What follows belongs to an exercise in optimizing a design on an open flow for small area and a short achievable clock period; a production flow would make more cautious choices. The RTL was checked by simulation tests, not by an equivalence proof against the original design. No activity file was given, so power comes from the tool's default toggle rates.

==> design.v <==
module qd256 (
    input  wire       clk,
    input  wire       rst,
    input  wire       cmd_valid,
    input  wire [2:0] cmd_op,
    input  wire [7:0] cmd_a,
    input  wire [7:0] cmd_b,
    output reg        res_valid,
    output reg  [7:0] res,
    output wire       err
);
    reg [7:0] acc;
    reg       err_q;
    wire       use_acc = cmd_op[2];                  
    wire       inv     = ~(cmd_op[0] ^ cmd_op[2]);   
    wire       no_b    = cmd_op[1];                  
    wire [7:0] l    = use_acc ? acc : cmd_a;
    wire [7:0] r    = no_b ? 8'h00 : cmd_b;
    wire       jl   = l[7];
    wire       sub  = jl | inv;
    wire       cin  = jl;
    wire       nout = inv & ~jl;
    wire       flip = jl & (r[0] ^ (inv & l[0]));
    wire [6:0] ro = r[6:0] ^ {7{sub}};
    wire [6:0] lo = l[6:0];
    wire [7:0] g0 = {lo & ro, cin};
    wire [7:0] p0 = {lo ^ ro, 1'b0};
    wire [7:0] s8 = {lo, cin} + {ro, cin};
    wire [6:0] cc = s8[7:1] ^ p0[7:1];
    wire [6:0] sum = p0[7:1] ^ cc;
    wire [6:0] k    = sum ^ {7{nout}} ^ {flip, 6'd0};
    wire [7:0] out  = {jl ^ r[7], k};
    wire       emits = cmd_op[2] ? ~cmd_op[1] : (cmd_op[1] ^ cmd_op[0]);
    always @(posedge clk) begin
        if (rst) begin
            acc       <= 8'h00;
            err_q     <= 1'b0;
            res_valid <= 1'b0;
        end else begin
            res_valid <= cmd_valid & emits;
            if (cmd_valid) begin
                case (cmd_op)
                    3'b011: acc <= 8'h00;
                    3'b100: acc <= out;
                    3'b101: acc <= cmd_b;
                    default: ;
                endcase
                if (cmd_op[2] & cmd_op[1])
                    err_q <= 1'b1;
            end
        end
    end
    always @(posedge clk)
        res <= out;
    assign err = err_q;
endmodule
==> flow/run.sh <==
#!/bin/bash
# Own layout flow: the standard synthesis unchanged, then the logic
# between the registers re-mapped for area by OpenROAD's restructure (ABC),
# then the standard layout with plain buf_1 port buffers and an internal
# setup target for repair_timing (flow/knobs.txt).
set -euo pipefail
cd "$(dirname "${BASH_SOURCE[0]}")/.."
KNOBS=$(cat flow/knobs.txt)
RES=$PWD/orfs/results/$FLOW_PLATFORM/qd256/base
bash standard.sh synth > make_synth.log 2>&1
mkdir -p rmp_work
LIB=$FLOW_HOME/platforms/$FLOW_PLATFORM/lib/sky130_fd_sc_hd__tt_025C_1v80.lib
python3 flow/libfilter.py "$LIB" rmp_work/rmp.lib 'sky130_fd_sc_hd__probe*' 'sky130_fd_sc_hd__lpflow_*'
RES=$RES LIB=$LIB RMP_LIB=$PWD/rmp_work/rmp.lib \
  openroad -no_init -exit flow/rmp.tcl > openroad_rmp.log 2>&1
# shellcheck disable=SC2086
bash standard.sh $KNOBS \
  "BUFFER_PORTS_ARGS=-buffer_cell sky130_fd_sc_hd__buf_1" finish > make_finish.log 2>&1
==> flow/knobs.txt <==
SETUP_SLACK_MARGIN=5.5 CORE_UTILIZATION=60
==> flow/libfilter.py <==
# Write a copy of a liberty file without the cells that match the given
# glob patterns (the platform's don't-use list), for restructure's ABC run.
import fnmatch, re, sys
src, dst = sys.argv[1], sys.argv[2]
pats = sys.argv[3:]
text = open(src).read()
out = []
i = 0
cell_re = re.compile(r'\n\s*cell\s*\(\s*"?([A-Za-z0-9_]+)"?\s*\)\s*\{')
while True:
    m = cell_re.search(text, i)
    if not m:
        out.append(text[i:])
        break
    name = m.group(1)
    # find the matching closing brace of this cell group
    depth = 0
    j = m.end() - 1
    while True:
        c = text[j]
        if c == '{':
            depth += 1
        elif c == '}':
            depth -= 1
            if depth == 0:
                break
        j += 1
    if any(fnmatch.fnmatchcase(name, p) for p in pats):
        out.append(text[i:m.start()])
    else:
        out.append(text[i:j + 1])
    i = j + 1
open(dst, 'w').write(''.join(out))
==> flow/rmp.tcl <==
# Re-map the synthesized logic for area; registers and ports are untouched.
# ABC maps to a copy of the library without the platform's don't-use cells.
read_liberty $::env(LIB)
read_db $::env(RES)/1_synth.odb
read_sdc $::env(RES)/1_synth.sdc
report_design_area
restructure -target area -liberty_file $::env(RMP_LIB) \
  -tielo_port sky130_fd_sc_hd__conb_1/LO -tiehi_port sky130_fd_sc_hd__conb_1/HI \
  -work_dir rmp_work -abc_logfile rmp_work/abc.log
report_design_area
foreach inst [[ord::get_db_block] getInsts] {
  set m [[$inst getMaster] getName]
  if { [string match "*lpflow*" $m] || [string match "*probe*" $m] } {
    error "restructure used don't-use cell $m"
  }
}
write_db $::env(RES)/1_synth.odb
==> standard.sh <==
#!/bin/bash
# synth_recipe.tcl (not shown) runs the flow's synth.tcl, then flattens the netlist and writes it again
# the make line also repeats each setting of config.mk as NAME=value (left out here)
make -C /OpenROAD-flow-scripts/flow DESIGN_CONFIG=/design/flow/config.mk WORK_HOME=/design/flow/orfs CLKGATE_MAP_FILE= SYNTH_SCRIPT=/design/flow/synth_recipe.tcl "${@:-finish}"
==> config.mk <==
export PLATFORM = sky130hd
export DESIGN_NAME = qd256
export DESIGN_NICKNAME = qd256
export VERILOG_FILES = /design/flow/design.v
export SDC_FILE = /design/flow/constraint.sdc
export NUM_CORES = 4
export LEC_CHECK = 0
export CAP_MARGIN = 20
export CORE_MARGIN = 2
export CORE_UTILIZATION = 40
export SLEW_MARGIN = 20
==> constraint.sdc <==
create_clock -name core_clock -period 10.0 [get_ports {clk}]
set_input_delay 2.0000 -clock core_clock [delete_from_list [all_inputs] [get_ports {clk}]]
set_output_delay 2.0000 -clock core_clock [all_outputs]
set_load 0.01 [all_outputs]
==> summary.md, run 1 <==
| Metric | Value |
|---|---|
| Outcome | `no timing/DRC/antenna violations` |
| Syn avg cell area | `between 7 and 8 um^2` |
| Routed via count | `1300` |
| Leakage | `slightly below 0.5 nW` |
| Clock power frac | `between 20% and 30%` |
| Reg-to-reg critical path startpoint | `acc[7]$_SDFFE_PP0P_` |
| Critical path type | `input pin to flip-flop` |
| Logic pwr share | `35.9%` |
| RR Endpoint | `acc[5]$_SDFFE_PP0P_` |
| Routed length per instance | `between 15 and 20 um` |
| Clk slew on worst S/H paths | `110 ps` |
| Final period util | `roughly 45%` |
| Endpoints failing hold | `0` |
| Cell internal pwr | `roughly 130 uW` |
| TritonCTS clock tree | `yes` |
| Pre-CTS setup slack | `between 4000 and 5000 ps` |
| RSZ-0062 raised after global routing | `no` |
| Critical path origin | `cmd_op[2]` |
| Slew headroom | `about two thirds` |
| Clk latency of the worst-skew pair | `around 300 ps` |
| Ys Warns | `1` |
| Initial antenna violation count | `0` |
| Mapped Cells | `136` |
| Total power density per cell area | `~150 nW/um^2` |
| Initial DRT Pass Iterations | `6` |
| Die W | `45.1 um` |
| Reg2Reg Depth | `15` |
| Data arrival, critical path | `4650 ps` |
| Row Count | `14` |
| Setup ws final | `around 5500 ps` |
| Routability cong. | `approximately 0.84` |
| Final slew viol count | `0` |
| Max Clock Skew | `roughly 4.1 ps` |
| Final wirelength | `3420 um` |
| CTS max path bufs | `2` |
| Commonest non-fill, non-tap cell in the layout | `buf_1` |
| Die Ht | `45.1 um` |
| Vias in the first global route | `roughly 1100` |
| Max Freq | `~220 MHz` |
| Buffers added on ports | `31` |
| DP HPWL | `slightly above 2000 um` |
| Fin Setup TNS | `0 ps` |
| Gr usage total | `a little over 30%` |
| Worst Setup EP | `acc[5]$_SDFFE_PP0P_` |
| Final Critical Period | `~4500 ps` |
| Peak VDD IR | `0.122 mV` |
| Sw Pwr | `approximately 70 uW` |
| First-pass GRT wire length | `roughly 4500 um` |
| Drt drc | `0` |
| Setup Viol. Count Final | `0` |
| Clock H-tree levels | `1` |
| R2R setup slack | `7200 ps` |
| Worst min-delay path class | `flip-flop to flip-flop` |
| Vias per inst | `6.63` |
| Area Growth Syn to Fin | `30.8%` |
| Core box area | `~1500 um^2` |
| Crit start category | `input pin` |
| Post-Syn Nets | `approximately 160` |
| Largest net degree at the start of global routing | `14` |
| Antenna diode count | `0` |
| Share of cells above drive strength 1 | `between 10 and 15%` |
| Nets | `between 200 and 250` |
| Sw Ratio | `35.4%` |
| DIE AREA | `between 2000 and 2500 um^2` |
| DRT iter0 DRCs | `99` |
| Root Driver | `clkbuf_4` |
| Max Cap Viol | `0` |
| Number of routed nets with antenna violations | `0` |
| Commonest non-fill, non-tap cells in the layout | `28 x buf_1, 18 x dfxtp_1, 17 x nand2_1` |
| TritonCTS buffer count | `3` |
| Post-Syn Area | `1010 um^2` |
| Critical path endpoint category | `flip-flop` |
| Crit Path Max Fanout | `13` |
| Flop pwr share | `41.3%` |
| Starting Density | `65.8%` |
| GRT overflow | `0` |
| CTS sink count | `18` |
| I/O pin cnt | `32` |
| Required time worst endpoint | `a little over 10000 ps` |
| Slew @ Worst Pin | `514 ps` |
area by class of cell:
| type | instances | area [um^2] |
|---|---|---|
| inverters | 14 | 70.1 |
| fillers | 81 | 214 |
| repair buffers | 40 | 190 |
| flip-flops and latches | 18 | 360 |
| well taps | 16 | 20.0 |
| multi-input cells | 104 | 651 |
| clock buffers | 4 | 36.3 |
how the worst min path moves through the flow:
stage / startpoint / end / slack (ps) / cells past startpoint
3_3_place_gp: err_q$_SDFFE_PP0P_ / err_q$_SDFFE_PP0P_ / 450 / 2
6_report: err_q$_SDFFE_PP0P_ / err_q$_SDFFE_PP0P_ / 490 / 2
5_1_grt: err_q$_SDFFE_PP0P_ / err_q$_SDFFE_PP0P_ / 550 / 2
2_1_floorplan: acc[2]$_SDFFE_PP0P_ / acc[2]$_SDFFE_PP0P_ / 450 / 2
3_5_place_dp: err_q$_SDFFE_PP0P_ / err_q$_SDFFE_PP0P_ / 470 / 2
4_1_cts: err_q$_SDFFE_PP0P_ / err_q$_SDFFE_PP0P_ / 500 / 2
state kept, by name, indices dropped and copies added, names as in the netlist:
name	flops
acc	8
res	8
err_q	1
res_valid	1
metal layers:
metal / vias up / share of wire, % / GRT usage (%)
li1: 605 / - / -
met1: 565 / 37 / 38.5
met2: 112 / 46 / 52.9
met3: 18 / 14 / 6.40
met4: 0 / 3.1 / 8.82
met5: - / 0 / 0
stage by stage:
stage	area (um^2)	std cells	hold WS, ps	total power, mW	utilization, %
after floorplan	1020	136	454	0.128	-
after global routing	1330	196	551	0.214	86.1
after global placement	1150	183	450	0.145	74.8
after CTS	1240	190	496	0.194	80.3
after detailed placement	1150	183	470	0.146	74.8
final	1330	196	490	0.204	86.1
worst max-delay path, stage by stage:
cell and delay [ps]:
buf_4 200, inv_8 80, nor2_2 190, a21oi_4 70, nand2_4 150, inv_6 60
buf_4 130, o2bb2ai_1 270, o21ai_0 230, o22a_1 250, o22a_1 200, o22a_1 220
o2bb2ai_1 150, nor2_1 90, a21oi_1 60, a222oi_1 220, nor2_1 80
power by group through the flow:
stage          Clock, mW  Combinational [mW]  Sequential (mW)
2_1_floorplan          0              0.0373           0.0905
6_report          0.0467              0.0731           0.0841
3_3_place_gp           0              0.0589           0.0857
4_1_cts           0.0467              0.0631           0.0839
5_1_grt           0.0500              0.0790           0.0850
3_5_place_dp           0              0.0604           0.0857
timing repair:
item	4_1_cts	5_1_grt
endpoints found under the setup margin	7	4
pin swaps	0	2
gates resized for setup	8	12
cloned	0	0
hold buffers	0	0
setup buffers	3	6
==> inputs of run 2 (changes only) <==
==> flow/knobs.txt (replaced) <==
SETUP_SLACK_MARGIN=5.0
--- a/config.mk
+++ b/config.mk
@@ -6,6 +6,6 @@
 export NUM_CORES = 4
 export LEC_CHECK = 0
 export CAP_MARGIN = 20
-export CORE_MARGIN = 2
-export CORE_UTILIZATION = 40
+export CORE_AREA = 2 2 61 61
+export DIE_AREA = 0 0 63 63
 export SLEW_MARGIN = 20
==> summary.md, run 2 <==
| Metric | Value |
|---|---|
| Starting Density | `a little under a third` |
| DIE AREA | `3970 um^2` |
| Max Freq | `between 200 and 250 MHz` |
| Final period util | `a little under half` |
| Final wirelength | `around 2900 um` |
| Initial antenna violation count | `0` |
| Required time worst endpoint | `roughly 10000 ps` |
| Slew headroom | `67.7%` |
| Routed length per instance | `~13 um` |
| Crit Path Max Fanout | `8` |
| Largest net degree at the start of global routing | `14` |
| Root Driver | `clkbuf_4` |
| Drt drc | `0` |
| DRT iter0 DRCs | `around 120` |
| Largest registers | `acc (8), res (8)` |
| I/O pin cnt | `32` |
| FF+latch area | `360 um^2` |
| # fillers | `between 300 and 400` |
| CTS max path bufs | `2` |
| Data arrival, critical path | `~4900 ps` |
| Final Critical Period | `between 4000 and 5000 ps` |
| Commonest non-fill, non-tap cell in the layout | `buf_1` |
| Syn avg cell area | `approximately 7.5 um^2` |
| Core box area | `3340 um^2` |
| Commonest non-fill, non-tap cells in the layout | `30 x buf_1, 18 x dfxtp_1, 18 x nand2_1` |
| Outcome | `no timing/DRC/antenna violations` |
| Ys Warns | `1` |
| Clk latency of the worst-skew pair | `between 300 and 400 ps` |
| Peak VDD IR | `roughly 0.058 mV` |
| Number of routed nets with antenna violations | `0` |
| GRT overflow | `0` |
| Area of the multi-input gates | `between 600 and 700 um^2` |
| Area Growth Syn to Fin | `24.4%` |
| Die Ht | `between 60 and 70 um` |
| Min Hold Slack | `slightly below 500 ps` |
| Die W | `63 um` |
| Critical path type | `input pin to flip-flop` |
| Nets | `approximately 200` |
| Routed via count | `around 1200` |
| Critical path endpoint category | `flip-flop` |
| Final slew viol count | `0` |
| First-pass GRT wire length | `4770 um` |
| Buffers added on ports | `31` |
| CTS sink count | `18` |
| Row Count | `21` |
| Vias in the first global route | `1029` |
| Routability cong. | `about 0.87` |
| Max Cap Viol | `0` |
| TritonCTS clock tree | `yes` |
| Antenna diode count | `0` |
| Post-Syn Nets | `roughly 160` |
| RSZ-0062 raised after global routing | `no` |
| TritonCTS buffer count | `3` |
| Post-Syn Area | `around 1000 um^2` |
| Endpoints failing hold | `0` |
| Leakage | `0.439 nW` |
| Vias per inst | `5.28` |
| Total power density per cell area | `between 150 and 200 nW/um^2` |
| Fin Setup TNS | `0 ps` |
| Mapped Cells | `roughly 140` |
| Setup Viol. Count Final | `0` |
| Gr usage total | `approximately 15%` |
| Slew @ Worst Pin | `about 480 ps` |
| Max Clock Skew | `approximately 4.4 ps` |
| Clock H-tree levels | `1` |
| Initial DRT Pass Iterations | `5` |
| Clk slew on worst S/H paths | `roughly 110 ps` |
| Share of cells above drive strength 1 | `just under 7%` |
| Worst min-delay path class | `flip-flop to flip-flop` |
| Crit start category | `input pin` |
| Post-CTS Hold Buffers | `0` |
| DP HPWL | `roughly 2100 um` |
-- run 2: worst paths after layout --
path                                           from             endpoint  slack, ps  cells after the start
worst min register to register   err_q$_SDFFE_PP0P_   err_q$_SDFFE_PP0P_        490                      2
worst min-delay path             err_q$_SDFFE_PP0P_   err_q$_SDFFE_PP0P_        490                      2
worst max-delay path                      cmd_op[0]  acc[6]$_SDFFE_PP0P_       5310                     17
worst max register to register  acc[7]$_SDFFE_PP0P_  acc[6]$_SDFFE_PP0P_       7060                     14
-- run 2: layout make-up --
cell class	instances	share of cell area, %
flip-flops and latches	18	28.5
repair buffers	35	11.7
well taps	46	4.56
multi-input cells	104	47.7
inverters	14	4.66
clock buffers	4	2.87
-- run 2: per-stage QoR --
step                utilization [%]  setup WS, ps  cell area [um^2]  total power, mW  instances
floorplan                         -          5420              1010            0.128        136
detailed placement             35.6          4370              1190            0.146        213
global route                   37.8          5030              1260            0.210        221
finish                         37.8          5310              1260            0.195        221
global placement               35.6          4550              1190            0.147        213
CTS                            36.8          5190              1230            0.195        217
-- run 2: layer usage --
layer  vias up  part of all wire, %  track usage (%)
met5         -                    0                0
met3        11                  5.9             3.42
li1        597                    -                -
met4         0                  3.0             9.72
met2        51                   46             22.9
met1       508                   45             20.1
-- run 2: worst max-delay path: stages --
cell and delay [ps]:
buf_1 220, clkinvlp_4 200, buf_4 170, a21oi_1 160, nand2_1 160, inv_2 160, o22ai_1 120, nand2_1 80
o21ai_0 120, o22a_1 240, o22a_1 210, o22a_1 190, o22a_1 220, o22ai_1 190, xnor2_1 120, a222oi_1 250
nor2_1 80
-- run 2: repair_timing --
item,in CTS,in global routing
pin swaps,0,0
endpoints found under the setup margin,4,2
gates resized for setup,2,3
endpoints found under the hold margin,0,0
setup buffers,0,4
-- run 2: where the power goes --
| group | internal [mW] | leakage [nW] | switching, mW |
|---|---|---|---|
| logic | 0.0242 | 0.269 | 0.0388 |
| clock network | 0.0222 | 0.0210 | 0.0251 |
| registers | 0.0815 | 0.149 | 0.00284 |
==> inputs of run 3 (changes only) <==
==> flow/knobs.txt (replaced) <==
SETUP_SLACK_MARGIN=6.5
==> summary.md, run 3 <==
| Metric | Value |
|---|---|
| Outcome | `no timing/DRC/antenna violations` |
| Filler-free cell count of the finished design | `between 200 and 250` |
| Sw Pwr | `around 77 uW` |
| Max Cap Viol | `0` |
| Post-Syn Nets | `roughly 160` |
| Clk slew on worst S/H paths | `100 ps` |
| Final slew viol count | `0` |
| Mapped Cells | `between 100 and 150` |
| Vias per inst | `~5.2` |
| Die W | `about 63 um` |
| CTS sink count | `18` |
| Critical path endpoint category | `flip-flop` |
| Clock H-tree levels | `1` |
| Post-DP Area | `between 1000 and 1500 um^2` |
| Slew @ Worst Pin | `between 500 and 600 ps` |
| Fin Setup TNS | `0 ps` |
| Initial antenna violation count | `0` |
| Root Driver | `clkbuf_4` |
| Endpoints failing hold | `0` |
| Leakage | `roughly 0.59 nW` |
| GRT overflow | `0` |
| R2R setup slack | `between 7000 and 8000 ps` |
| Post-CTS Hold Buffers | `0` |
| Number of routed nets with antenna violations | `0` |
| Worst hold path depth | `2` |
| Peak VDD IR | `approximately 0.033 mV` |
| Flop pwr share | `around 39%` |
| Crit Path Max Fanout | `7` |
| TritonCTS clock tree | `yes` |
| Final Critical Period | `~4100 ps` |
| RR Endpoint | `acc[4]$_SDFFE_PP0P_` |
| I/O pin cnt | `32` |
| Total power density per cell area | `roughly 140 nW/um^2` |
| Crit start category | `input pin` |
| Buffers added on ports | `31` |
| DP Cell Count | `roughly 210` |
| Routed via count | `about 1200` |
| Area Growth Syn to Fin | `55.2%` |
| Share of cells above drive strength 1 | `approximately 27%` |
| Core box area | `roughly 3300 um^2` |
| Clock power frac | `17.2%` |
| WHS Endpoint | `err_q$_SDFFE_PP0P_` |
| First-pass GRT wire length | `5330 um` |
| DIE AREA | `between 3000 and 4000 um^2` |
| Hold Startpoint | `err_q$_SDFFE_PP0P_` |
| Reg2Reg Depth | `15` |
| Drt drc | `0` |
| Gr usage total | `17.1%` |
| RSZ-0062 raised after global routing | `yes` |
| Commonest non-fill, non-tap cells in the layout | `28 x buf_1, 21 x buf_4, 18 x dfxtp_1` |
| Ys Warns | `1` |
| Syn avg cell area | `about 7.5 um^2` |
| Required time worst endpoint | `slightly above 10000 ps` |
| Critical path type | `input pin to flip-flop` |
| DRT iter0 DRCs | `about 130` |
| Max Clock Skew | `about 3.5 ps` |
| CTS max path bufs | `2` |
| Commonest non-fill, non-tap cell in the layout | `buf_1` |
| Min Hold Slack | `~480 ps` |
| Final period util | `between 40 and 50%` |
| Nets | `between 200 and 250` |
| Starting Density | `~30%` |
| Post-Syn Area | `about 1000 um^2` |
| Setup Viol. Count Final | `0` |
| Worst min-delay path class | `flip-flop to flip-flop` |
| Initial DRT Pass Iterations | `4` |
| Sw Ratio | `approximately 36%` |
| Row Count | `21` |
| Routability cong. | `roughly 0.86` |
| Largest net degree at the start of global routing | `11` |
| Antenna diode count | `0` |
| Final wirelength | `between 3000 and 4000 um` |
| Slew headroom | `63.0%` |
| Reg-to-reg critical path startpoint | `acc[7]$_SDFFE_PP0P_` |
| Die Ht | `about 63 um` |
| Cell internal pwr | `roughly 140 uW` |
| Data arrival, critical path | `4280 ps` |
| Largest registers | `acc (8), res (8)` |
| Clk latency of the worst-skew pair | `slightly below 300 ps` |
| DP HPWL | `approximately 2300 um` |
| Max Freq | `between 200 and 250 MHz` |
| Post-route cell area | `1580 um^2` |
| TritonCTS buffer count | `3` |
| Logic pwr share | `43.7%` |
| Vias in the first global route | `roughly 1200` |
| Routed length per instance | `~15 um` |
## run 3: timing repair
action	4_1_cts	5_1_grt
gates resized for setup	24	8
endpoints found under the setup margin	12	11
setup buffers	14	8
pin swaps	12	11
## run 3: cell type report
class	instances	area [um^2]
Multi-Input combinational cell	104	724
Fill cell	351	1760
Timing Repair Buffer	53	318
Sequential cell	18	360
Tap cell	46	57.6
Clock buffer	3	22.5
Inverter	14	92.6
## run 3: stage by stage
step                      setup WS [ps]  power (mW)  util [%]
final                              5930       0.216      47.2
after CTS                          6020       0.203      44.4
after floorplan                    5900       0.131         -
after global placement             4900       0.151      38.0
after detailed placement           4810       0.152      38.0
after global routing               5800       0.227      47.2
## run 3: layer usage
metal	track usage, %	share of wire [%]
met5	0	0
met3	2.16	5.2
met2	31.0	51
met1	19.9	42
met4	7.78	2.1
## run 3: worst max-delay path, stage by stage
cell and delay (ps):
buf_16 130, clkinv_16 60, nor2_4 40, a21oi_4 150
nand2_4 120, inv_8 100, a22oi_2 80, o22a_1 190
o22a_1 190, o22a_1 180, o22a_1 180, buf_4 140
buf_6 110, xnor2_2 170, nand2_1 90, o21ai_2 100
a21oi_2 90, a211oi_2 160
## run 3: how the worst max path moves through the flow
stage | start | to | cells after the start
after floorplan | cmd_op[2] | acc[5]$_SDFFE_PP0P_ | 15
after global placement | cmd_op[2] | acc[5]$_SDFFE_PP0P_ | 15
after detailed placement | cmd_op[2] | acc[5]$_SDFFE_PP0P_ | 16
after CTS | cmd_op[2] | acc[5]$_SDFFE_PP0P_ | 17
after global routing | cmd_op[2] | acc[6]$_SDFFE_PP0P_ | 14
final | cmd_op[2] | acc[4]$_SDFFE_PP0P_ | 18
## run 3: power by group through the flow
stage	registers, mW	clock network, mW	logic, mW
finish	0.0844	0.0372	0.0944
global route	0.0853	0.0395	0.102
global placement	0.0859	0	0.0647
CTS	0.0844	0.0376	0.0805
floorplan	0.0906	0	0.0404
detailed placement	0.0860	0	0.0655
==> inputs of run 4 (changes only) <==
==> flow/knobs.txt (replaced) <==
SETUP_SLACK_MARGIN=6.0
==> summary.md, run 4 <==
| Metric | Value |
|---|---|
| Post-CTS Hold Buffers | `0` |
| Area Growth Syn to Fin | `45.9%` |
| Starting Density | `between 30% and 40%` |
| Peak VDD IR | `between 0.03 and 0.04 mV` |
| Initial antenna violation count | `0` |
| Total power density per cell area | `roughly 140 nW/um^2` |
| Clk latency of the worst-skew pair | `just under 300 ps` |
| Crit Path Max Fanout | `7` |
| DP HPWL | `between 2000 and 2500 um` |
| Cell depth of the worst setup path | `17` |
| I/O pin cnt | `32` |
| Post-Syn Nets | `158` |
| DRT iter0 DRCs | `65` |
| RR Endpoint | `acc[5]$_SDFFE_PP0P_` |
| Routed length per instance | `13.6 um` |
| TritonCTS buffer count | `3` |
| CTS sink count | `18` |
| Cells along the critical path | `buf_16 -> clkinv_16 -> nor2_4 -> a21oi_4 -> nand2_4 -> inv_8 -> a22oi_2 -> o22a_1 -> o22a_1 -> o22a_1 -> o22a_1 -> o22a_2 -> o2bb2ai_2 -> nor2_1 -> a21oi_1 -> a222oi_1 -> nor2_1` |
| Die W | `63 um` |
| Critical path type | `input pin to flip-flop` |
| Max Freq | `246 MHz` |
| Pre-CTS setup slack | `around 4800 ps` |
| RSZ-0062 raised after global routing | `yes` |
| CP peak stage delay | `~230 ps` |
| DP Cell Count | `213` |
| Slowest-stage cell, CP | `o22a_2` |
| DIE AREA | `about 4000 um^2` |
| R2R setup slack | `around 7400 ps` |
| Critical path endpoint category | `flip-flop` |
| Core box area | `roughly 3300 um^2` |
| GRT overflow | `0` |
| Clk slew on worst S/H paths | `roughly 110 ps` |
| TritonCTS clock tree | `yes` |
| Required time worst endpoint | `around 10000 ps` |
| Vias in the first global route | `about 1200` |
| Slew @ Worst Pin | `~550 ps` |
| Max Cap Viol | `0` |
| Crit start category | `input pin` |
| Final wirelength | `about 3100 um` |
| Endpoints failing hold | `0` |
| Reg2Reg Depth | `14` |
| Commonest non-fill, non-tap cells in the layout | `28 x buf_1, 18 x dfxtp_1, 16 x nand2_1, 16 x nor2_1` |
| Clock H-tree levels | `1` |
| Die Ht | `approximately 63 um` |
| Antenna diode count | `0` |
| Filler-free cell count of the finished design | `approximately 230` |
| Initial DRT Pass Iterations | `5` |
| Row Count | `21` |
| Nets | `207` |
| Routability cong. | `between 0.8 and 0.9` |
| Most used cell, CP | `o22a_1` |
| Largest net degree at the start of global routing | `14` |
| Reg-to-reg critical path startpoint | `acc[7]$_SDFFE_PP0P_` |
| Largest registers | `acc (8), res (8)` |
| Largest delay contributor family on the critical path | `compound AO/OA/AOI/OAI gates` |
| Final period util | `roughly 41%` |
| First-pass GRT wire length | `5260 um` |
| Ys Warns | `1` |
| Worst Setup EP | `acc[5]$_SDFFE_PP0P_` |
| Number of routed nets with antenna violations | `0` |
| Worst min-delay path class | `flip-flop to flip-flop` |
| Routed via count | `about 1200` |
| Outcome | `no timing/DRC/antenna violations` |
| Fin Setup TNS | `0 ps` |
| Root Driver | `clkbuf_4` |
| Setup Viol. Count Final | `0` |
| Slew headroom | `between 60% and 70%` |
| Syn avg cell area | `7.46 um^2` |
| Commonest non-fill, non-tap cell in the layout | `buf_1` |
| Buffers added on ports | `31` |
| Final Critical Period | `roughly 4000 ps` |
| Data arrival, critical path | `4210 ps` |
| Gr usage total | `about 17%` |
| Share of cells above drive strength 1 | `20.8%` |
| Final slew viol count | `0` |
| Setup ws final | `about 5900 ps` |
| Post-Syn Area | `approximately 1000 um^2` |
| Mapped Cells | `136` |
| Leakage | `approximately 0.54 nW` |
| Critical path origin | `cmd_op[2]` |
| Vias per inst | `between 5 and 6` |
| Max Clock Skew | `roughly 13 ps` |
| WP buf/inv | `3` |
| CTS max path bufs | `2` |
| Drt drc | `0` |
run 4: worst reg2reg max path: stages, from the launching register on:
cell	delay, ps
dfxtp_1	380
o22ai_4	220
nand2_4	120
inv_8	100
a22oi_2	70
o22a_1	190
o22a_1	210
o22a_1	180
o22a_1	190
o22a_2	230
o2bb2ai_2	140
nor2_1	90
a21oi_1	60
a222oi_1	210
nor2_1	70
run 4: final cells by class:
class | count | area (um^2)
clock buffer | 3 | 22.5
tap | 46 | 57.6
sequential | 18 | 360
multi-input combinational | 104 | 701
timing repair buffer | 44 | 246
fill | 354 | 1860
inverter | 14 | 92.6
run 4: worst min-delay path by stage:
stage,from,endpoint,slack (ps),cells after the start
after floorplan,acc[2]$_SDFFE_PP0P_,acc[2]$_SDFFE_PP0P_,450,2
after global placement,err_q$_SDFFE_PP0P_,err_q$_SDFFE_PP0P_,450,2
after detailed placement,err_q$_SDFFE_PP0P_,err_q$_SDFFE_PP0P_,460,2
after CTS,err_q$_SDFFE_PP0P_,err_q$_SDFFE_PP0P_,480,2
after global routing,err_q$_SDFFE_PP0P_,err_q$_SDFFE_PP0P_,510,2
final,err_q$_SDFFE_PP0P_,err_q$_SDFFE_PP0P_,480,2
run 4: timing repair:
action	in CTS	in global routing
endpoints found under the setup margin	11	4
gates resized for setup	18	9
buffers inserted	10	3
pin swaps	8	7
run 4: through the flow:
stage	instance area (um^2)	utilization, %	power (mW)	hold slack [ps]
finish	1480	44.4	0.201	479
global route	1480	44.4	0.215	511
CTS	1420	42.6	0.197	484
detailed placement	1260	37.9	0.151	460
global placement	1260	37.9	0.150	453
floorplan	1090	-	0.131	454
run 4: metal layers:
metal	global-route usage [%]	share of wire [%]	up-vias
li1	-	-	609
met1	19.0	40	538
met2	29.0	52	42
met3	3.24	5.9	8
met4	8.89	2.6	0
met5	0	0	-
run 4: power by group:
group,switching [mW],internal (mW),leakage [nW],total (mW)
logic,0.0457,0.0354,0.373,0.0811
registers,0.00287,0.0815,0.149,0.0843
clock network,0.0215,0.0140,0.0138,0.0355
total,0.0701,0.131,0.535,0.201
==> inputs of run 5 (changes only) <==
==> flow/knobs.txt (replaced) <==
SETUP_SLACK_MARGIN=5.5 TNS_END_PERCENT=10
==> summary.md, run 5 <==
| Metric | Value |
|---|---|
| Data arrival, critical path | `approximately 4500 ps` |
| Die W | `about 63 um` |
| Slew headroom | `a little under two thirds` |
| Leakage | `0.468 nW` |
| Share of cells above drive strength 1 | `around an eighth` |
| Antenna diode count | `0` |
| Final period util | `between 40 and 50%` |
| Critical path type | `input pin to flip-flop` |
| Vias in the first global route | `~1100` |
| DRT iter0 DRCs | `86` |
| CTS max path bufs | `2` |
| Post-Syn Nets | `158` |
| Drt drc | `0` |
| Routed length per instance | `13.4 um` |
| Peak VDD IR | `between 0.08 and 0.09 mV` |
| I/O pin cnt | `32` |
| Initial DRT Pass Iterations | `4` |
| RSZ-0062 raised after global routing | `no` |
| Outcome | `no timing/DRC/antenna violations` |
| Post-Syn Area | `around 1000 um^2` |
| Max Freq | `between 200 and 250 MHz` |
| Vias per inst | `approximately 5.3` |
| Crit start category | `input pin` |
| GRT overflow | `0` |
| Critical path endpoint category | `flip-flop` |
| Power Total | `190 uW` |
| Initial antenna violation count | `0` |
| Number of routed nets with antenna violations | `0` |
| Routability cong. | `roughly 0.85` |
| Worst min-delay path class | `flip-flop to flip-flop` |
| Max Clock Skew | `approximately 6.9 ps` |
| Routed via count | `1170` |
| First-pass GRT wire length | `4910 um` |
| Setup ws final | `approximately 5600 ps` |
| Final Critical Period | `4370 ps` |
| Commonest non-fill, non-tap cell in the layout | `buf_1` |
| Row Count | `21` |
| Ys Warns | `1` |
| Area Growth Syn to Fin | `32.6%` |
| Core box area | `~3300 um^2` |
| Required time worst endpoint | `roughly 10000 ps` |
| Fin Setup TNS | `0 ps` |
| DP HPWL | `between 2000 and 2500 um` |
| Crit Path Max Fanout | `5` |
| Buffers added on ports | `31` |
| Final wirelength | `around 3000 um` |
| Largest net degree at the start of global routing | `14` |
| Mapped Cells | `around 140` |
| Clock H-tree levels | `1` |
| Setup Viol. Count Final | `0` |
| Final slew viol count | `0` |
| TritonCTS clock tree | `yes` |
| Total power density per cell area | `141 nW/um^2` |
| Largest registers | `acc (8), res (8)` |
| TritonCTS buffer count | `3` |
| Clk slew on worst S/H paths | `about 100 ps` |
| Max Cap Viol | `0` |
| Root Driver | `clkbuf_4` |
| Starting Density | `between 30% and 40%` |
| Syn avg cell area | `7.46 um^2` |
| Pre-CTS setup slack | `4610 ps` |
| DIE AREA | `between 3000 and 4000 um^2` |
| Endpoints failing hold | `0` |
| CTS sink count | `18` |
| Gr usage total | `15.8%` |
| Clk latency of the worst-skew pair | `290 ps` |
| Commonest non-fill, non-tap cells in the layout | `28 x buf_1, 18 x dfxtp_1, 17 x nand2_1` |
| Slew @ Worst Pin | `between 500 and 600 ps` |
| Nets | `200` |
| Die Ht | `~63 um` |
## run 5: repair_timing
item,in CTS,in global routing
resized for setup,8,15
setup endpoints to repair,7,4
hold buffers,0,0
gates cloned,0,0
setup buffers,3,3
pin swaps,0,1
## run 5: path summary, 6_finish.rpt
kind | startpoint | endpoint | slack [ps] | cells after the start
worst min-delay path | err_q$_SDFFE_PP0P_ | err_q$_SDFFE_PP0P_ | 480 | 2
worst min register to register | err_q$_SDFFE_PP0P_ | err_q$_SDFFE_PP0P_ | 480 | 2
worst max register to register | acc[7]$_SDFFE_PP0P_ | acc[5]$_SDFFE_PP0P_ | 7240 | 14
worst max-delay path | cmd_op[0] | acc[5]$_SDFFE_PP0P_ | 5630 | 17
## run 5: layout make-up
class,count,area (um^2)
inverter,14,70.1
clock buffer,3,22.5
tap,46,57.6
timing repair buffer,37,171
sequential,18,360
multi-input combinational,104,663
fill,362,1990
## run 5: per-stage QoR
stage               area [um^2]  hold slack, ps  cells  utilization (%)
global route               1350             534    222             40.3
finish                     1350             479    222             40.3
CTS                        1260             490    219             37.8
global placement           1190             456    213             35.7
floorplan                  1020             454    136                -
detailed placement         1190             466    213             35.7
## run 5: per-layer routing
| metal | routed length (um) | global-route usage [%] | vias up |
|---|---|---|---|
| met2 | 1330 | 23.9 | 51 |
| met3 | 213 | 5.23 | 9 |
| met5 | 0 | 0 | - |
| met1 | 1370 | 21.2 | 507 |
| li1 | - | - | 603 |
| met4 | 71 | 4.72 | 0 |
## run 5: where the power goes
group	switching, mW	internal [mW]
clock	0.0213	0.0140
sequential	0.00280	0.0815
combinational	0.0423	0.0279
total	0.0663	0.123
## run 5: worst max-delay path, cell delays in order
cell,delay [ps]
buf_2,130
clkinv_2,80
buf_4,150
a21oi_4,150
nand2_4,110
inv_6,100
a22oi_1,80
o22a_1,200
o22a_1,210
o22a_1,220
o22a_1,200
o22a_1,250
o2bb2ai_2,150
nor2_1,90
a21oi_1,70
a222oi_1,250
nor2_1,70
==> inputs of run 6 (changes only) <==
==> flow/knobs.txt (replaced) <==
SETUP_SLACK_MARGIN=5.5 PLACE_DENSITY=0.7
==> summary.md, run 6 <==
| Metric | Value |
|---|---|
| Buffers added on ports | `31` |
| R2R setup slack | `7280 ps` |
| Critical path endpoint category | `flip-flop` |
| WP buf/inv | `4` |
| Ys Warns | `1` |
| Reg-to-reg critical path startpoint | `acc[7]$_SDFFE_PP0P_` |
| Logic pwr share | `a little over a third` |
| Vias in the first global route | `around 1100` |
| Vias per inst | `between 5 and 6` |
| Core box area | `approximately 3300 um^2` |
| Area Growth Syn to Fin | `27.3%` |
| Leakage | `~0.45 nW` |
| Worst hold path depth | `2` |
| Routability cong. | `roughly 0.89` |
| Crit start category | `input pin` |
| Clock power frac | `roughly a fifth` |
| TritonCTS buffer count | `3` |
| I/O pin cnt | `32` |
| TritonCTS clock tree | `yes` |
| Max Cap Viol | `0` |
| Initial antenna violation count | `0` |
| Drt drc | `0` |
| Critical path type | `input pin to flip-flop` |
| First-pass GRT wire length | `about 5000 um` |
| Post-CTS Hold Buffers | `0` |
| Root Driver | `clkbuf_4` |
| Max Freq | `230 MHz` |
| Gr usage total | `approximately 16%` |
| Clk latency of the worst-skew pair | `approximately 290 ps` |
| Pre-CTS setup slack | `4730 ps` |
| Largest net degree at the start of global routing | `14` |
| FF+latch area | `around 360 um^2` |
| Clock H-tree levels | `1` |
| Cell internal pwr | `between 100 and 150 uW` |
| Commonest non-fill, non-tap cell in the layout | `buf_1` |
| Fin Setup TNS | `0 ps` |
| Post-Syn Area | `roughly 1000 um^2` |
| Slew @ Worst Pin | `between 500 and 600 ps` |
| Row Count | `21` |
| Cells along the critical path | `clkbuf_2 -> clkinv_2 -> buf_4 -> a21oi_4 -> nand2_4 -> inv_4 -> a22oi_1 -> o22a_1 -> o22a_1 -> o22a_1 -> o22a_1 -> o22a_1 -> o2bb2ai_1 -> nor2_1 -> a21oi_1 -> a222oi_1 -> nor2_1` |
| Largest registers | `acc (8), res (8)` |
| Die Ht | `63 um` |
| WHS Endpoint | `err_q$_SDFFE_PP0P_` |
| RSZ-0062 raised after global routing | `no` |
| Worst min-delay path class | `flip-flop to flip-flop` |
| Sw Ratio | `between 30% and 40%` |
| Total power density per cell area | `around 150 nW/um^2` |
| RR Endpoint | `acc[5]$_SDFFE_PP0P_` |
| CP peak stage delay | `around 240 ps` |
| Syn avg cell area | `7.46 um^2` |
| Routed length per instance | `about 15 um` |
| DIE AREA | `just under 4000 um^2` |
| CTS max path bufs | `2` |
| Number of routed nets with antenna violations | `0` |
| Crit Path Max Fanout | `8` |
| Starting Density | `between 30% and 40%` |
| Endpoints failing hold | `0` |
| Initial DRT Pass Iterations | `6` |
| Die W | `63 um` |
| Most used cell, CP | `o22a_1` |
| Area of the multi-input gates | `roughly 640 um^2` |
| Sw Pwr | `67.3 uW` |
| Outcome | `no timing/DRC/antenna violations` |
| CTS sink count | `18` |
| Largest delay contributor family on the critical path | `compound AO/OA/AOI/OAI gates` |
| # fillers | `~400` |
| Setup ws final | `~5700 ps` |
| Final slew viol count | `0` |
| Clk slew on worst S/H paths | `~100 ps` |
| Hold Startpoint | `err_q$_SDFFE_PP0P_` |
| Setup Viol. Count Final | `0` |
| Slew headroom | `65.3%` |
| Peak VDD IR | `roughly 0.045 mV` |
| Final wirelength | `3190 um` |
| Required time worst endpoint | `~10000 ps` |
| Antenna diode count | `0` |
| Final Critical Period | `4340 ps` |
| Post-Syn Nets | `between 150 and 200` |
| Routed via count | `between 1000 and 1500` |
| Commonest non-fill, non-tap cells in the layout | `29 x buf_1, 18 x dfxtp_1, 17 x nand2_1` |
| Max Clock Skew | `~3 ps` |
| Nets | `197` |
| Slowest-stage cell, CP | `a222oi_1` |
| DRT iter0 DRCs | `85` |
| Share of cells above drive strength 1 | `roughly a tenth` |
| Flop pwr share | `44.9%` |
| Mapped Cells | `136` |
| Final period util | `43.4%` |
| Reg2Reg Depth | `14` |
| GRT overflow | `0` |
| Data arrival, critical path | `4520 ps` |
| DP HPWL | `around 2300 um` |
run 6: cell types whose count changed in the layout (fill, tap and decap cells not counted), sizes merged:
cell      previous run  this run
inv                  2         3
buf                 36        33
clkinvlp             1         0
run 6: stage by stage:
step / instance area, um^2 / hold slack [ps] / util [%] / power (mW) / cells
6_report: 1290 / 485 / 38.7 / 0.188 / 219
5_1_grt: 1290 / 551 / 38.7 / 0.201 / 219
4_1_cts: 1260 / 492 / 37.8 / 0.187 / 219
3_5_place_dp: 1190 / 458 / 35.7 / 0.147 / 213
3_3_place_gp: 1190 / 452 / 35.7 / 0.147 / 213
2_1_floorplan: 1020 / 454 / - / 0.128 / 136
run 6: timing repair:
action / CTS / global route
gates resized for setup: 7 / 10
endpoints found under the setup margin: 7 / 4
pin swaps: 0 / 1
setup buffers: 3 / 0
run 6: worst max path at each step:
| stage | cells after the start | endpoint | from |
|---|---|---|---|
| finish | 17 | acc[5]$_SDFFE_PP0P_ | cmd_op[0] |
| global route | 17 | acc[5]$_SDFFE_PP0P_ | cmd_op[0] |
| CTS | 18 | acc[5]$_SDFFE_PP0P_ | cmd_op[0] |
| detailed placement | 17 | acc[5]$_SDFFE_PP0P_ | cmd_op[2] |
| global placement | 16 | acc[5]$_SDFFE_PP0P_ | cmd_op[2] |
| floorplan | 16 | acc[5]$_SDFFE_PP0P_ | cmd_op[0] |
run 6: power groups by stage:
stage / Combinational [mW] / Sequential (mW) / Clock [mW]
3_5_place_dp: 0.0612 / 0.0862 / 0
6_report: 0.0672 / 0.0845 / 0.0365
5_1_grt: 0.0740 / 0.0856 / 0.0413
2_1_floorplan: 0.0373 / 0.0905 / 0
3_3_place_gp: 0.0604 / 0.0862 / 0
4_1_cts: 0.0635 / 0.0846 / 0.0389
run 6: metal layers:
layer	up-vias	share of wire [%]	GRT usage, %
li1	596	-	-
met1	555	44	20.8
met2	48	50	25.4
met3	6	5.5	3.06
met4	0	1.1	7.22
met5	-	0	0
run 6: worst reg2reg max path, cell delays in order (launching register included):
cell,delay [ps]
dfxtp_1,370
o22ai_4,240
nand2_4,120
inv_4,120
a22oi_1,100
o22a_1,210
o22a_1,200
o22a_1,220
o22a_1,200
o22a_1,220
o2bb2ai_1,140
nor2_1,90
a21oi_1,70
a222oi_1,240
nor2_1,60
run 6: area by class of cell:
| type | instances | share of cell area [%] |
|---|---|---|
| timing repair buffer | 34 | 11.1 |
| sequential | 18 | 27.9 |
| clock buffer | 3 | 1.74 |
| multi-input combinational | 104 | 49.8 |
| tap | 46 | 4.46 |
| inverter | 14 | 4.94 |
==> inputs of run 7 (changes only) <==
==> flow/knobs.txt (replaced) <==
SETUP_SLACK_MARGIN=5.5
==> summary.md, run 7 <==
| Metric | Value |
|---|---|
| Peak VDD IR | `approximately 0.09 mV` |
| TritonCTS clock tree | `yes` |
| RSZ-0062 raised after global routing | `no` |
| Total power density per cell area | `141 nW/um^2` |
| Post-Syn Nets | `158` |
| Worst min-delay path class | `flip-flop to flip-flop` |
| Die W | `around 63 um` |
| Gr usage total | `around 16%` |
| Nets | `200` |
| WP buf/inv | `4` |
| Slew headroom | `63.8%` |
| Buffers added on ports | `31` |
| DP HPWL | `around 2200 um` |
| Sw Pwr | `66.3 uW` |
| Row Count | `21` |
| GRT overflow | `0` |
| Starting Density | `30.4%` |
| Filler-free cell count of the finished design | `roughly 220` |
| Initial DRT Pass Iterations | `4` |
| Mapped Cells | `roughly 140` |
| Worst hold path depth | `2` |
| Pre-CTS setup slack | `between 4000 and 5000 ps` |
| Cell internal pwr | `123 uW` |
| WHS Endpoint | `err_q$_SDFFE_PP0P_` |
| Clk latency of the worst-skew pair | `between 200 and 300 ps` |
| R2R setup slack | `around 7200 ps` |
| I/O pin cnt | `32` |
| Final Critical Period | `about 4400 ps` |
| Die Ht | `roughly 63 um` |
| Required time worst endpoint | `slightly above 10000 ps` |
| Setup ws final | `between 5000 and 6000 ps` |
| Critical path type | `input pin to flip-flop` |
| Crit start category | `input pin` |
| Core box area | `around 3300 um^2` |
| Routed via count | `1170` |
| Root Driver | `clkbuf_4` |
| Max Clock Skew | `6.89 ps` |
| Drt drc | `0` |
| Critical path origin | `cmd_op[0]` |
| TritonCTS buffer count | `3` |
| DIE AREA | `just under 4000 um^2` |
| Final wirelength | `about 3000 um` |
| Final period util | `a little over two fifths` |
| Vias per inst | `5.27` |
| Ys Warns | `1` |
| Routability cong. | `between 0.8 and 0.9` |
| Antenna diode count | `0` |
| CTS max path bufs | `2` |
| Vias in the first global route | `approximately 1100` |
| Initial antenna violation count | `0` |
| Number of routed nets with antenna violations | `0` |
| Most used cell, CP | `o22a_1` |
| Clk slew on worst S/H paths | `100 ps` |
| Max Freq | `about 230 MHz` |
| Hold Startpoint | `err_q$_SDFFE_PP0P_` |
| Sw Ratio | `35.0%` |
| Commonest non-fill, non-tap cells in the layout | `28 x buf_1, 18 x dfxtp_1, 17 x nand2_1` |
| Final slew viol count | `0` |
| Share of cells above drive strength 1 | `13.1%` |
| Largest net degree at the start of global routing | `14` |
| Leakage | `approximately 0.47 nW` |
| Logic pwr share | `37.0%` |
| Flop pwr share | `44.4%` |
| Reg-to-reg critical path startpoint | `acc[7]$_SDFFE_PP0P_` |
| Area Growth Syn to Fin | `32.6%` |
| CP peak stage delay | `between 200 and 300 ps` |
| Syn avg cell area | `7.46 um^2` |
| Outcome | `no timing/DRC/antenna violations` |
| Clock H-tree levels | `1` |
| Slowest-stage cell, CP | `o22a_1` |
| Setup Viol. Count Final | `0` |
| DRT iter0 DRCs | `86` |
| Fin Setup TNS | `0 ps` |
| Commonest non-fill, non-tap cell in the layout | `buf_1` |
| Routed length per instance | `approximately 13 um` |
| Endpoints failing hold | `0` |
| RR Endpoint | `acc[5]$_SDFFE_PP0P_` |
| Slew @ Worst Pin | `about 540 ps` |
| Reg2Reg Depth | `14` |
| Post-CTS Hold Buffers | `0` |
| DP Cell Count | `approximately 210` |
| Data arrival, critical path | `about 4500 ps` |
| Crit Path Max Fanout | `5` |
| CTS sink count | `18` |
| Post-Syn Area | `between 1000 and 1500 um^2` |
| Clock power frac | `18.6%` |
| Largest registers | `acc (8), res (8)` |
| First-pass GRT wire length | `roughly 4900 um` |
| Largest delay contributor family on the critical path | `compound AO/OA/AOI/OAI gates` |
| Max Cap Viol | `0` |
| Cells along the critical path | `buf_2 -> clkinv_2 -> buf_4 -> a21oi_4 -> nand2_4 -> inv_6 -> a22oi_1 -> o22a_1 -> o22a_1 -> o22a_1 -> o22a_1 -> o22a_1 -> o2bb2ai_2 -> nor2_1 -> a21oi_1 -> a222oi_1 -> nor2_1` |
| Critical path endpoint category | `flip-flop` |
==> run 7: power groups by stage <==
stage               clock [mW]  combinational [mW]  sequential (mW)
floorplan                    0              0.0373           0.0905
global placement             0              0.0611           0.0859
CTS                     0.0370              0.0631           0.0845
finish                  0.0353              0.0702           0.0843
global route            0.0397              0.0774           0.0851
detailed placement           0              0.0607           0.0861
==> run 7: area by class of cell <==
class / instances / area (um^2)
timing repair buffer: 37 / 171
sequential: 18 / 360
tap: 46 / 57.6
fill: 362 / 1990
clock buffer: 3 / 22.5
multi-input combinational: 104 / 663
inverter: 14 / 70.1
==> run 7: through the flow <==
| step | total power [mW] | instance area [um^2] | util (%) | hold WS [ps] |
|---|---|---|---|---|
| after floorplan | 0.128 | 1020 | - | 454 |
| after global placement | 0.147 | 1190 | 35.7 | 456 |
| after detailed placement | 0.147 | 1190 | 35.7 | 466 |
| after CTS | 0.185 | 1260 | 37.8 | 490 |
| after global routing | 0.202 | 1350 | 40.3 | 534 |
| final | 0.190 | 1350 | 40.3 | 479 |
==> run 7: repair_timing <==
item                       CTS  global route
pin swaps                    0             1
setup endpoints to repair    7             4
setup buffers                3             3
gates resized for setup      8            15
==> run 7: per-layer routing <==
metal | share of wire [%] | vias to the layer above | track usage, %
li1 | - | 603 | -
met1 | 46 | 507 | 21.2
met2 | 45 | 51 | 23.9
met3 | 7.1 | 9 | 5.23
met4 | 2.4 | 0 | 4.72
met5 | 0 | - | 0
==> run 7: worst max path at each step <==
stage,end,slack [ps],cells after the start
floorplan,acc[5]$_SDFFE_PP0P_,5540,16
global placement,acc[5]$_SDFFE_PP0P_,4670,16
detailed placement,acc[5]$_SDFFE_PP0P_,4610,16
CTS,acc[5]$_SDFFE_PP0P_,5530,16
global route,acc[5]$_SDFFE_PP0P_,5500,17
finish,acc[5]$_SDFFE_PP0P_,5630,17
==> run 7: worst register-to-register path, stage by stage (launching register included) <==
cell and delay (ps):
dfxtp_1 370, o22ai_4 240, nand2_4 130, inv_6 100, a22oi_1 80, o22a_1 200
o22a_1 210, o22a_1 220, o22a_1 200, o22a_1 250, o2bb2ai_2 150, nor2_1 90
a21oi_1 70, a222oi_1 250, nor2_1 70
==> inputs of run 8 (changes only) <==
--- a/design.v
+++ b/design.v
@@ -31,6 +31,11 @@
     wire [6:0] k    = sum ^ {7{nout}} ^ {flip, 6'd0};
     wire [7:0] out  = {jl ^ r[7], k};
     wire       emits = cmd_op[2] ? ~cmd_op[1] : (cmd_op[1] ^ cmd_op[0]);
+    wire       v_enc = cmd_valid & (cmd_op == 3'b100);
+    wire       v_dec = cmd_valid & (cmd_op == 3'b101);
+    wire       v_clr = cmd_valid & (cmd_op == 3'b011);
+    wire       hold  = ~(v_enc | v_dec | v_clr);
+    wire [7:0] acc_d = ({8{v_enc}} & out) | ({8{v_dec}} & cmd_b) | ({8{hold}} & acc);
     always @(posedge clk) begin
         if (rst) begin
             acc       <= 8'h00;
@@ -38,16 +43,9 @@
             res_valid <= 1'b0;
         end else begin
             res_valid <= cmd_valid & emits;
-            if (cmd_valid) begin
-                case (cmd_op)
-                    3'b011: acc <= 8'h00;
-                    3'b100: acc <= out;
-                    3'b101: acc <= cmd_b;
-                    default: ;
-                endcase
-                if (cmd_op[2] & cmd_op[1])
-                    err_q <= 1'b1;
-            end
+            acc       <= acc_d;
+            if (cmd_valid & cmd_op[2] & cmd_op[1])
+                err_q <= 1'b1;
         end
     end
     always @(posedge clk)
==> flow/knobs.txt (replaced) <==
SETUP_SLACK_MARGIN=6.0
--- a/config.mk
+++ b/config.mk
@@ -5,6 +5,7 @@
 export SDC_FILE = /design/flow/constraint.sdc
 export NUM_CORES = 4
 export LEC_CHECK = 0
+export ABC_AREA = 1
 export CAP_MARGIN = 20
 export CORE_AREA = 2 2 61 61
 export DIE_AREA = 0 0 63 63
==> summary.md, run 8 <==
| Metric | Value |
|---|---|
| Outcome | `no timing/DRC/antenna violations` |
| DIE AREA | `slightly below 4000 um^2` |
| Critical path type | `input pin to flip-flop` |
| Routed length per instance | `approximately 15 um` |
| Final slew viol count | `0` |
| Fin Setup TNS | `0 ps` |
| Largest registers | `acc (8), res (8)` |
| Data arrival, critical path | `~4300 ps` |
| Cells along the critical path | `buf_16 -> clkinv_16 -> o22ai_4 -> inv_4 -> nor2_4 -> buf_6 -> a31oi_4 -> nor2_2 -> o21ai_2 -> o21ai_1 -> nand2_2 -> a211oi_2 -> nor3_2 -> xnor2_1 -> a21oi_1 -> a222oi_1 -> nor2_1` |
| Clk latency of the worst-skew pair | `about 300 ps` |
| Root Driver | `clkbuf_4` |
| TritonCTS buffer count | `3` |
| Clk slew on worst S/H paths | `110 ps` |
| Endpoints failing hold | `0` |
| Vias per inst | `around 5.6` |
| Commonest non-fill, non-tap cell in the layout | `buf_1` |
| Required time worst endpoint | `between 10000 and 15000 ps` |
| Vias in the first global route | `1135` |
| Ys Warns | `1` |
| Worst hold path depth | `2` |
| Total power density per cell area | `145 nW/um^2` |
| Area Growth Syn to Fin | `55.6%` |
| Post-Syn Area | `about 980 um^2` |
| Crit Path Max Fanout | `7` |
| Crit start category | `input pin` |
| Die Ht | `63 um` |
| Slowest-stage cell, CP | `a222oi_1` |
| Critical path endpoint category | `flip-flop` |
| Routed via count | `around 1300` |
| Area of the multi-input gates | `roughly 670 um^2` |
| Slew headroom | `between 40 and 50%` |
| Final wirelength | `3460 um` |
| Peak VDD IR | `about 0.047 mV` |
| Setup Viol. Count Final | `0` |
| Slew @ Worst Pin | `895 ps` |
| GRT overflow | `0` |
| Power Total | `220 uW` |
| Worst min-delay path class | `flip-flop to flip-flop` |
| CP peak stage delay | `approximately 250 ps` |
| Row Count | `21` |
| Mapped Cells | `130` |
| Buffers added on ports | `31` |
| FF+latch area | `around 360 um^2` |
| Pre-CTS setup slack | `approximately 4600 ps` |
| Commonest non-fill, non-tap cells in the layout | `28 x buf_1, 19 x buf_4, 18 x dfxtp_1, 18 x nor2_1, 11 x a21oi_1` |
| Syn avg cell area | `7.51 um^2` |
| Initial antenna violation count | `0` |
| First-pass GRT wire length | `5170 um` |
| Post-CTS Hold Buffers | `0` |
| Drt drc | `0` |
| Min Hold Slack | `slightly below 500 ps` |
| Largest net degree at the start of global routing | `17` |
| Max Freq | `~240 MHz` |
| Initial DRT Pass Iterations | `5` |
| Reg2Reg Depth | `15` |
| I/O pin cnt | `32` |
| Final Critical Period | `slightly above 4000 ps` |
| Number of routed nets with antenna violations | `0` |
| Final period util | `41.0%` |
| Leakage | `approximately 0.56 nW` |
| RSZ-0062 raised after global routing | `yes` |
| Setup ws final | `5900 ps` |
| Max Clock Skew | `between 5 and 6 ps` |
| Antenna diode count | `0` |
| Starting Density | `about 29%` |
| Routability cong. | `about 0.86` |
| Die W | `63 um` |
| Gr usage total | `~17%` |
| TritonCTS clock tree | `yes` |
| Core box area | `3340 um^2` |
| Nets | `between 200 and 250` |
| CTS sink count | `18` |
| # fillers | `between 300 and 400` |
| Post-Syn Nets | `152` |
| DP HPWL | `about 2100 um` |
| Max Cap Viol | `0` |
| DRT iter0 DRCs | `160` |
| CTS max path bufs | `2` |
| Clock H-tree levels | `1` |
| Share of cells above drive strength 1 | `26.5%` |
run 8: worst paths after layout:
check / from / end / slack, ps
hold / removal: err_q$_SDFFE_PP0P_ / err_q$_SDFFE_PP0P_ / 490
setup / recovery: cmd_op[2] / acc[6]$_SDFF_PP0_ / 5900
setup reg to reg: acc[7]$_SDFF_PP0_ / acc[6]$_SDFF_PP0_ / 7460
hold reg to reg: err_q$_SDFFE_PP0P_ / err_q$_SDFFE_PP0P_ / 490
run 8: stage by stage:
stage                     instances  util, %  cell area [um^2]
after floorplan                 130        -              1040
after global placement          209     36.8              1230
after detailed placement        209     36.8              1230
after CTS                       225     42.2              1410
after global routing            231     45.5              1520
final                           231     45.5              1520
run 8: layout make-up:
cell class,count,share of cell area (%)
sequential,18,23.7
tap,46,3.79
multi-input combinational,98,44.0
clock buffer,4,2.39
timing repair buffer,51,19.9
inverter,14,6.18
run 8: layer usage:
layer  vias up  routed length [um]  track usage, %  share of wire [%]
li1        611                   -               -                  -
met1       605                1400            20.6                 40
met3         9                 281            2.88                8.1
met2        65                1690            28.5                 49
met5         -                   0               0                  0
met4         0                  97            5.83                2.8
run 8: repair_timing:
item / 4_1_cts / 5_1_grt
endpoints found under the setup margin: 12 / 6
buffers inserted: 12 / 6
resized for setup: 20 / 19
pin swaps: 12 / 17
run 8: power breakdown:
part / switching (mW) / total (mW) / internal, mW / leakage (nW)
Combinational: 0.0515 / 0.0880 / 0.0365 / 0.388
Sequential: 0.00284 / 0.0848 / 0.0819 / 0.149
Clock: 0.0246 / 0.0468 / 0.0222 / 0.0210
Total: 0.0789 / 0.220 / 0.141 / 0.558
run 8: worst max-delay path, delay by kind of cell:
family	cells	cell delay [ps]
AO/OA/AOI/OAI	7	1090
XOR/XNOR	1	190
buffers and inverters	4	420
AND/OR/NAND/NOR	5	590
==> inputs of run 9 (changes only) <==
==> flow/knobs.txt (replaced) <==
SETUP_SLACK_MARGIN=5.5
==> summary.md, run 9 <==
| Metric | Value |
|---|---|
| Pre-CTS setup slack | `around 4600 ps` |
| Die Ht | `approximately 63 um` |
| Final slew viol count | `0` |
| Clk latency of the worst-skew pair | `~300 ps` |
| RSZ-0062 raised after global routing | `no` |
| Critical path type | `input pin to flip-flop` |
| Worst Setup EP | `acc[6]$_SDFF_PP0_` |
| Antenna diode count | `0` |
| Commonest non-fill, non-tap cell in the layout | `buf_1` |
| Post-Syn Nets | `152` |
| Data arrival, critical path | `4460 ps` |
| Row Count | `21` |
| Clk slew on worst S/H paths | `~110 ps` |
| Critical path endpoint category | `flip-flop` |
| Clock power frac | `between 20 and 25%` |
| Logic pwr share | `between 30% and 40%` |
| Slew headroom | `around a third` |
| Core box area | `~3300 um^2` |
| Max Cap Viol | `0` |
| Setup ws final | `roughly 5700 ps` |
| Routability cong. | `0.869` |
| Vias per inst | `roughly 5.3` |
| Routed via count | `roughly 1100` |
| Largest net degree at the start of global routing | `17` |
| Nets | `192` |
| Drt drc | `0` |
| Number of routed nets with antenna violations | `0` |
| Syn avg cell area | `roughly 7.5 um^2` |
| First-pass GRT wire length | `~4400 um` |
| # fillers | `~360` |
| Largest registers | `acc (8), res (8)` |
| Filler-free cell count of the finished design | `between 200 and 250` |
| Power Total | `197 uW` |
| R2R setup slack | `7320 ps` |
| Outcome | `no timing/DRC/antenna violations` |
| Crit Path Max Fanout | `13` |
| Min Hold Slack | `488 ps` |
| DRT iter0 DRCs | `71` |
| RR Endpoint | `acc[6]$_SDFF_PP0_` |
| Setup Viol. Count Final | `0` |
| TritonCTS buffer count | `3` |
| Commonest non-fill, non-tap cells in the layout | `30 x buf_1, 21 x nor2_1, 18 x dfxtp_1` |
| Critical path origin | `cmd_op[2]` |
| I/O pin cnt | `32` |
| Share of cells above drive strength 1 | `a little over a tenth` |
| Total power density per cell area | `156 nW/um^2` |
| Sw Pwr | `just under 70 uW` |
| Fin util | `between 30% and 40%` |
| Cell internal pwr | `about 130 uW` |
| DP HPWL | `2090 um` |
| Initial DRT Pass Iterations | `5` |
| Worst min-delay path class | `flip-flop to flip-flop` |
| Mapped Cells | `130` |
| Reg-to-reg critical path startpoint | `acc[7]$_SDFF_PP0_` |
| Leakage | `about 0.44 nW` |
| DP Cell Count | `~210` |
| Reg2Reg Depth | `16` |
| TritonCTS clock tree | `yes` |
| Area Growth Syn to Fin | `29.9%` |
| Crit start category | `input pin` |
| Gr usage total | `between 10 and 15%` |
| Fin Setup TNS | `0 ps` |
| Flop pwr share | `around 43%` |
| Final period util | `between 40% and 50%` |
| CTS max path bufs | `2` |
| Post-route cell area | `around 1300 um^2` |
| Die W | `~63 um` |
| Endpoints failing hold | `0` |
| Final wirelength | `between 2000 and 3000 um` |
| Starting Density | `between 20% and 30%` |
| Vias in the first global route | `987` |
| DIE AREA | `~4000 um^2` |
| Root Driver | `clkbuf_4` |
| Ys Warns | `1` |
| Peak VDD IR | `0.0686 mV` |
| Routed length per instance | `13.2 um` |
| Final Critical Period | `4280 ps` |
| Required time worst endpoint | `10180 ps` |
| Buffers added on ports | `31` |
| CTS sink count | `18` |
| Initial antenna violation count | `0` |
| Post-Syn Area | `976 um^2` |
| Sw Ratio | `approximately a third` |
| Max Freq | `about 230 MHz` |
| GRT overflow | `0` |
| Max Clock Skew | `about 8.4 ps` |
| Clock H-tree levels | `1` |
| Slew @ Worst Pin | `965 ps` |
| Post-DP Area | `1190 um^2` |
==> run 9: cell count changes in the layout (fill, tap and decap cells not counted), sizes merged <==
cell,previous run,this run
buf,51,35
inv,2,3
clkinv,12,11
==> run 9: what timing repair did <==
action / CTS / global route
resized for setup: 5 / 7
pin swaps: 1 / 2
hold buffers: 0 / 0
setup buffers: 2 / 0
setup endpoints to repair: 9 / 3
==> run 9: worst max-delay path, cell delays in order <==
cell and delay, ps:
buf_4 200, inv_8 80, o22ai_4 200, clkinv_2 140, nor2_4 140, a21oi_1 50
a31oi_1 220, nor2_1 90, o21ai_1 170, o21ai_0 120, nand2_1 110, a211oi_1 50
nor3_1 260, xnor2_1 130, nor2_1 110, a21oi_1 60, a222oi_1 260, nor2_1 70
==> run 9: layout make-up <==
type	count	area [um^2]	share of cell area [%]
well taps	46	57.6	4.54
clock buffers	4	36.3	2.86
repair buffers	35	150	11.8
flip-flops and latches	18	360	28.4
multi-input cells	98	599	47.3
inverters	14	63.8	5.03
==> run 9: power groups by stage <==
| stage | clock, mW | sequential, mW | combinational [mW] |
|---|---|---|---|
| finish | 0.0458 | 0.0849 | 0.0665 |
| global route | 0.0510 | 0.0860 | 0.0737 |
| CTS | 0.0472 | 0.0850 | 0.0650 |
| detailed placement | 0 | 0.0864 | 0.0632 |
| global placement | 0 | 0.0864 | 0.0627 |
| floorplan | 0 | 0.0911 | 0.0393 |
==> run 9: routing by layer <==
layer / wire length, um / track usage (%) / vias up / share of wire, %
met4: 0 / 5.00 / 0 / 0
met5: 0 / 0 / - / 0
met1: 1320 / 19.8 / 503 / 47
met3: 270 / 3.06 / 0 / 9.5
met2: 1240 / 20.3 / 54 / 44
li1: - / - / 577 / -
==> run 9: worst min path at each step <==
stage,start,to,slack [ps],cells past startpoint
2_1_floorplan,acc[0]$_SDFF_PP0_,acc[0]$_SDFF_PP0_,470,2
3_3_place_gp,err_q$_SDFFE_PP0P_,err_q$_SDFFE_PP0P_,460,2
3_5_place_dp,err_q$_SDFFE_PP0P_,err_q$_SDFFE_PP0P_,460,2
4_1_cts,err_q$_SDFFE_PP0P_,err_q$_SDFFE_PP0P_,490,2
5_1_grt,err_q$_SDFFE_PP0P_,err_q$_SDFFE_PP0P_,540,2
6_report,err_q$_SDFFE_PP0P_,err_q$_SDFFE_PP0P_,490,2
==> inputs of run 10 (changes only) <==
==> flow/knobs.txt (replaced) <==
SETUP_SLACK_MARGIN=5.5 PLACE_DENSITY=0.7
==> summary.md, run 10 <==
| Metric | Value |
|---|---|
| Cell internal pwr | `around 120 uW` |
| Starting Density | `slightly below 30%` |
| Max Freq | `around 240 MHz` |
| Routability cong. | `0.832` |
| Nets | `roughly 200` |
| DP HPWL | `1980 um` |
| Required time worst endpoint | `~10000 ps` |
| Sw Pwr | `67.6 uW` |
| Outcome | `no timing/DRC/antenna violations` |
| Slowest-stage cell, CP | `a222oi_1` |
| Routed via count | `1137` |
| Die W | `approximately 63 um` |
| Fin Setup TNS | `0 ps` |
| Worst min-delay path class | `flip-flop to flip-flop` |
| Data arrival, critical path | `4390 ps` |
| # fillers | `between 300 and 400` |
| Crit Path Max Fanout | `13` |
| Die Ht | `between 60 and 70 um` |
| Syn avg cell area | `7.51 um^2` |
| Area Growth Syn to Fin | `30.5%` |
| I/O pin cnt | `32` |
| Leakage | `roughly 0.45 nW` |
| Largest registers | `acc (8), res (8)` |
| Post-Syn Nets | `152` |
| Row Count | `21` |
| Crit start category | `input pin` |
| Logic pwr share | `between 30 and 40%` |
| Max Clock Skew | `about 1.7 ps` |
| Clock power frac | `19.4%` |
| Final slew viol count | `0` |
| GRT overflow | `0` |
| Setup Viol. Count Final | `0` |
| Critical path type | `input pin to flip-flop` |
| Drt drc | `0` |
| Gr usage total | `13.8%` |
| Post-DP Area | `about 1200 um^2` |
| Commonest non-fill, non-tap cell in the layout | `buf_1` |
| Post-Syn Area | `976 um^2` |
| Initial DRT Pass Iterations | `5` |
| FF+latch area | `360 um^2` |
| First-pass GRT wire length | `around 4400 um` |
| Routed length per instance | `approximately 13 um` |
| Final period util | `approximately 42%` |
| Sw Ratio | `between 30% and 40%` |
| Share of cells above drive strength 1 | `between 10% and 20%` |
| Clk latency of the worst-skew pair | `290 ps` |
| Commonest non-fill, non-tap cells in the layout | `30 x buf_1, 21 x nor2_1, 18 x dfxtp_1` |
| Clock H-tree levels | `1` |
| Max Cap Viol | `0` |
## run 10: changes by cell type in the layout (fill, tap and decap cells not counted)
cell        before  now
buf_4            5    8
inv_2            1    3
clkbuf_8         1    0
clkinv_1        10    9
clkinv_2         1    0
clkinvlp_4       0    1
inv_4            1    0
nand2_1          9   10
nand2_2          1    0
## run 10: metrics by stage
| step | setup slack (ps) | total power [mW] | utilization, % | cells |
|---|---|---|---|---|
| 2_1_floorplan | 5630 | 0.130 | - | 130 |
| 3_3_place_gp | 4640 | 0.149 | 35.5 | 209 |
| 5_1_grt | 5500 | 0.204 | 38.2 | 217 |
| 3_5_place_dp | 4580 | 0.149 | 35.5 | 209 |
| 6_report | 5790 | 0.189 | 38.2 | 217 |
| 4_1_cts | 5550 | 0.188 | 36.9 | 214 |
## run 10: worst paths after layout
path / end / depth (start not counted) / slack, ps / start
setup / recovery: acc[6]$_SDFF_PP0_ / 17 / 5790 / cmd_op[2]
hold / removal: err_q$_SDFFE_PP0P_ / 2 / 490 / err_q$_SDFFE_PP0P_
setup reg to reg: acc[6]$_SDFF_PP0_ / 15 / 7410 / acc[7]$_SDFF_PP0_
hold reg to reg: err_q$_SDFFE_PP0P_ / 2 / 490 / err_q$_SDFFE_PP0P_
## run 10: per-layer routing
metal / track usage, % / vias to the layer above / routed length [um]
met5: 0 / - / 0
met2: 22.3 / 58 / 1280
met3: 3.78 / 2 / 279
met4: 4.72 / 0 / 19
li1: - / 585 / -
met1: 17.6 / 492 / 1220
## run 10: power by group through the flow
stage / sequential, mW / clock (mW) / combinational [mW]
6_report: 0.0848 / 0.0368 / 0.0677
2_1_floorplan: 0.0911 / 0 / 0.0393
3_5_place_dp: 0.0863 / 0 / 0.0630
5_1_grt: 0.0862 / 0.0419 / 0.0755
4_1_cts: 0.0848 / 0.0382 / 0.0647
3_3_place_gp: 0.0866 / 0 / 0.0624
## run 10: area by class of cell
cell class | count | share of cell area (%)
sequential | 18 | 28.3
clock buffer | 3 | 1.77
timing repair buffer | 38 | 13.6
multi-input combinational | 98 | 46.9
inverter | 14 | 5.01
tap | 46 | 4.52
## run 10: worst reg2reg max path, cell delays in order, from the launching register on
cell      delay (ps)
dfxtp_1          390
o22ai_4          100
inv_2            110
nor2_4            50
buf_4            150
a31oi_1          250
nor2_1           100
o21ai_1          190
o21ai_0          120
nand2_1          110
a211oi_1          50
nor3_1           240
xnor2_1          170
a21oi_1          110
a222oi_1         250
nor2_1            60
## run 10: what timing repair did
item                       in CTS  in global routing
setup buffers                   2                  3
setup endpoints to repair       9                  6
resized for setup               3                  8
pin swaps                       1                  1

Check on run 10: ideal ports give 5.786 ns setup slack; a clkbuf_16 on the clock port and buf_2 on the inputs give 5.784 ns; moving port delays by the midpoint clock arrival (0.308 ns) as well gives 5.476 ns.
